Context: an optimization exercise on an open-source flow, tuned for a short achievable clock period and few clock cycles per item. The choices shown serve that exercise and are no tape-out recipe. Only simulation tests tie the RTL to the original design; equivalence was not proved. Power figures rest on the tool's default switching activity, not on a simulated workload.

==> flow/design.v (excerpt) <==
module jbc_cc (
    input  wire        clk,
    input  wire        rst,
    input  wire        ev_valid,
    input  wire [31:0] ev_word,
    output wire        ev_ready,
    output reg         ev_done,
    output reg         heater,
    output reg         adc_start,
    output reg         enc_wr,
    output reg  [15:0] enc_wr_val,
    output reg  [15:0] rd_data
);
    localparam [1:0] M_ACTIVE = 2'd0, M_HOLDER = 2'd1, M_REMOVED = 2'd2, M_DISC = 2'd3;
    function f_zcm;  input [31:0] w; f_zcm  = (w[31:28] == 4'd1) && (w[27:15] == 13'd0); endfunction
    function f_zcd;  input [31:0] w; f_zcd  = (w == 32'h2000_0000); endfunction
    function f_tick; input [31:0] w; f_tick = (w == 32'h3000_0000); endfunction
    function f_rfr;  input [31:0] w; f_rfr  = (w[31:28] == 4'd4) && (w[27:18] == 10'd0); endfunction
    function f_wrg;  input [31:0] w; f_wrg  = (w[31:28] == 4'd5) && (w[27:20] == 8'd0); endfunction
    function f_rst;  input [31:0] w; f_rst  = (w == 32'h7000_0000); endfunction
    function drive;
        input       en;
        input [3:0] s;
        input [3:0] dq;
        begin
            drive = en && (s != 4'd0) && (s <= dq);
        end
    endfunction
    function [3:0] inc11;
        input [3:0] s;
        begin
            inc11 = (s == 4'd10) ? 4'd0 : s + 4'd1;
        end
    endfunction
    reg         ready_r;     
    reg  [1:0]  hcnt;        
    reg         p_r;         
    reg  [31:0] W;           
    reg         rst_r;       
    assign ev_ready = ready_r;
    wire accept = ev_valid & ready_r & ~rst;
    wire rel    = (hcnt == 2'd1);    
    reg  [3:0]  slot;
    reg  [3:0]  dq;              
    reg  [3:0]  dqf;             
    reg         out_en;
    reg  [1:0]  warmup;
    reg  [6:0]  qf;              
    reg  [4:0]  qa;              
    reg  [2:0]  qb;              
    reg  signed [11:0] err0;
    reg  signed [7:0]  integ;
    reg         tip_removed;
    reg         iron_disc;
    reg         iron_holder;
    reg         runaway;
  ...
Size: roughly 17000 cells after synthesis, roughly 620 flip-flops, roughly 72 I/O pins.
clock: 48.0 ns
lec_check: 0
cap_margin: 20
core_margin: 2
core_utilization: 40
slew_margin: 20
synth_hierarchical: 1
synth_minimum_keep_size: 0
standard.sh (not shown) runs the stock make flow with config.mk's settings and CLKGATE_MAP_FILE= SYNTH_SCRIPT=/design/flow/synth_recipe.tcl, a recipe that flattens the netlist after the stock synthesis.
==> flow/flow/run.sh <==
#!/bin/bash
# Standard ORFS layout (the standard.sh), with the timing repair steps asked to
# leave setup slack of SETUP_MARGIN ns at the design's own clock period and SDC.
set -euo pipefail
MARGIN=$(cat flow/margin.txt)
bash standard.sh synth > log_synth.txt 2>&1
bash standard.sh SETUP_SLACK_MARGIN=$MARGIN finish > log_layout.txt 2>&1
==> flow/flow/margin.txt <==
37.4
Testbench counts at the start, summed over its fixed seeds: cycles 804,651, items 800,000.
Then changed:
--- a/flow/design.v
+++ b/flow/design.v
@@ -430,51 +430,39 @@
     wire [64:1] rge = {1'b0, (qb == 3'd0) ? rge0 : (qb == 3'd1) ? rge1 : (qb == 3'd2) ? rge2 :
                              (qb == 3'd3) ? rge3 : rge4};
     reg  [5:0]  r1;
     integer kr, ir;
     always @(*) begin
         for (kr = 0; kr < 6; kr = kr + 1) begin
             r1[kr] = 1'b0;
             for (ir = 0; ir * (2 << kr) + (1 << kr) <= 63; ir = ir + 1)
                 r1[kr] = r1[kr] | (rge[ir * (2 << kr) + (1 << kr)] & ~rge[(ir + 1) * (2 << kr)]);
         end
     end
-    reg  [2:0] e_cnt;
+    reg  [3:0] e_cnt;
     reg  [6:0] e_res;
-    wire [6:0] e_step = (e_cnt == 3'd2) ? 7'd16 : (e_cnt == 3'd3) ? 7'd4 : 7'd1;
-    reg  [4:1] e_gk;
-    reg  [6:0] e_ck [1:4];
-    reg  [5:0] e_rk;
-    reg  [25:0] e_p5k, e_pmk;
-    reg  [8:0]  e_r5k;
-    reg  [11:0] e_r50k;
-    reg  signed [29:0] e_dhk, e_dlk, e_dmk;
-    reg  e_t1k;
-    integer ke;
-    always @(*) begin
-        for (ke = 1; ke <= 4; ke = ke + 1) begin
-            e_ck[ke] = e_res + ke * e_step;
-            e_rk     = e_ck[ke] - 7'd1;
-            e_p5k    = pc_K5 * e_rk;
-            e_pmk    = pc_KM * e_rk;
-            e_r5k    = e_rk * 9'd5;
-            e_r50k   = e_rk * 12'd50;
-            e_dhk    = pc_AH - $signed({4'd0, e_p5k});
-            e_dlk    = pc_AL - $signed({4'd0, e_p5k});
-            e_dmk    = pc_AM - $signed({4'd0, e_pmk});
-            e_t1k    = ($signed({3'd0, e_r5k}) <= pc_HI) ? (e_dhk >= 30'sd1000) :
-                       ($signed({3'd0, e_r5k}) >  pc_LO) ? (e_dlk >= 30'sd1000) : (e_dmk >= 30'sd1000);
-            e_gk[ke] = (e_ck[ke] <= 7'd64) & e_t1k & ~($signed({2'd0, e_r50k}) > pc_RW);
-        end
-    end
-    wire e_ok = (e_cnt == 3'd5);
+    wire [3:0] e_bit  = 4'd8 - e_cnt;
+    wire [6:0] e_cand = e_res | (7'd1 << e_bit[2:0]);
+    wire [6:0] e_rm   = e_cand - 7'd1;
+    wire [5:0] e_r    = e_rm[5:0];
+    wire [25:0] e_p5  = pc_K5 * e_r;
+    wire [25:0] e_pm  = pc_KM * e_r;
+    wire [8:0]  e_r5  = e_r * 9'd5;
+    wire [11:0] e_r50 = e_r * 12'd50;
+    wire signed [29:0] e_dh = pc_AH - $signed({4'd0, e_p5});
+    wire signed [29:0] e_dl = pc_AL - $signed({4'd0, e_p5});
+    wire signed [29:0] e_dm = pc_AM - $signed({4'd0, e_pm});
+    wire e_t1 = ($signed({3'd0, e_r5}) <= pc_HI) ? (e_dh >= 30'sd1000) :
+                ($signed({3'd0, e_r5}) >  pc_LO) ? (e_dl >= 30'sd1000) : (e_dm >= 30'sd1000);
+    wire e_g  = e_t1 & ~($signed({2'd0, e_r50}) > pc_RW);
+    wire e_ok = (e_cnt == 4'd9);
     wire [64:0] rge_x = {rge, 1'b1};
     wire fwd1 = ~acq_fail & ~z_disc & (warmup == 2'd3) & ~rge_x[e_res];
     wire [25:0] p5_1 = pc_K5 * r1;
     wire [25:0] pm_1 = pc_KM * r1;
     wire [8:0]  r5     = s2_r * 9'd5;
     wire        is_hi  = $signed({3'd0, r5}) <= pc_HI;
     wire        is_lo  = $signed({3'd0, r5}) >  pc_LO;
     reg  [10:1] t_h, t_l, t_m, t_sel;
     reg  signed [29:0] dh, dl, dm;
     integer jt;
     always @(*) begin
@@ -693,29 +681,29 @@
         ev_done <= d_done;
         heater  <= d_heater;
         if (rst)
             s2_v <= 1'b0;
         else
             s2_v <= w_eval & ~acq_fail & ~rst_r;
         if (hcnt == 2'd0)
             W <= ev_word;
         s2_r    <= r1;
         s2_p5   <= p5_1;
         if (rst | stale)
-            e_cnt <= 3'd0;
+            e_cnt <= 4'd0;
         else if (!e_ok)
-            e_cnt <= e_cnt + 3'd1;
-        if (e_cnt < 3'd2)
+            e_cnt <= e_cnt + 4'd1;
+        if (e_cnt < 4'd2)
             e_res <= 7'd0;
-        else if (!e_ok)
-            e_res <= e_gk[4] ? e_ck[4] : e_gk[3] ? e_ck[3] : e_gk[2] ? e_ck[2] : e_gk[1] ? e_ck[1] : e_res;
+        else if (!e_ok && (e_cand <= 7'd64) && e_g)
+            e_res <= e_cand;
         s2_pm   <= pm_1;
         s2_disc <= z_disc;
         adc_start  <= d_adc;
         enc_wr     <= d_enc;
         enc_wr_val <= (rel ? W[15] : ev_word[15]) ? 16'd0 : 16'd4500;
         rd_data    <= d_rd;
         slot <= n_slot; dq <= n_dq; dqf <= n_dqf; out_en <= n_en; warmup <= n_warmup;
         qf <= n_qf; qa <= n_qa; qb <= n_qb; err0 <= n_err0; integ <= n_integ;
         tip_removed <= n_tip; iron_disc <= n_disc; iron_holder <= n_holder;
         runaway <= n_runaway; blink_phase <= n_phase; mode_state <= n_mode;
         setpoint <= n_sp; backup_sp <= n_bsp; disp_sp <= n_dsp; hold_periods <= n_hold;
Effect:
- The changed run finished clean
- cell count decreases by a quarter to a third
- total power fell by well over a third
- sequential share of layout area goes up by 3.8 points
- synthesized area fell by a quarter to a third
- flip-flop and latch count rises by 1
- register-to-register slack gets better by 0.74 ns
- wire length shrinks by a quarter to a third
- first-iteration DRC count drops by a quarter to a third
- hold slack stays flat
Testbench counts after the change, summed over its fixed seeds: cycles 806,054, items 800,000.

-- port drivers added, routing unchanged --
No port has a modelled driver above. Below, the same layouts with a new extraction and two added sets of constraints. Step 1: set_driving_cell puts a clkbuf_16 on clk and a buf_2 on each other input, an assumption about the parent block. Step 2 also shifts input and output timing later by t, the mid clock arrival at the registers, as if the neighbouring blocks saw the same clock. Three values: no drivers, after step 1, after step 2; two values: the first two.
run	t (ns)	setup slack, ns	slew at the worst register clock pin (ns)	worst data-port slew with drivers (ns)
the first run	0.827	37.084 / 37.084 / 36.432	0.07 / 0.07	0.06
the second run	0.827	37.149 / 37.059 / 36.541	0.07 / 0.07	0.05
After both steps setup and hold are still met in every run listed. The setup slack of the first run, which loses most, moves by 0.000 ns with the drivers and by -0.652 ns with both steps.
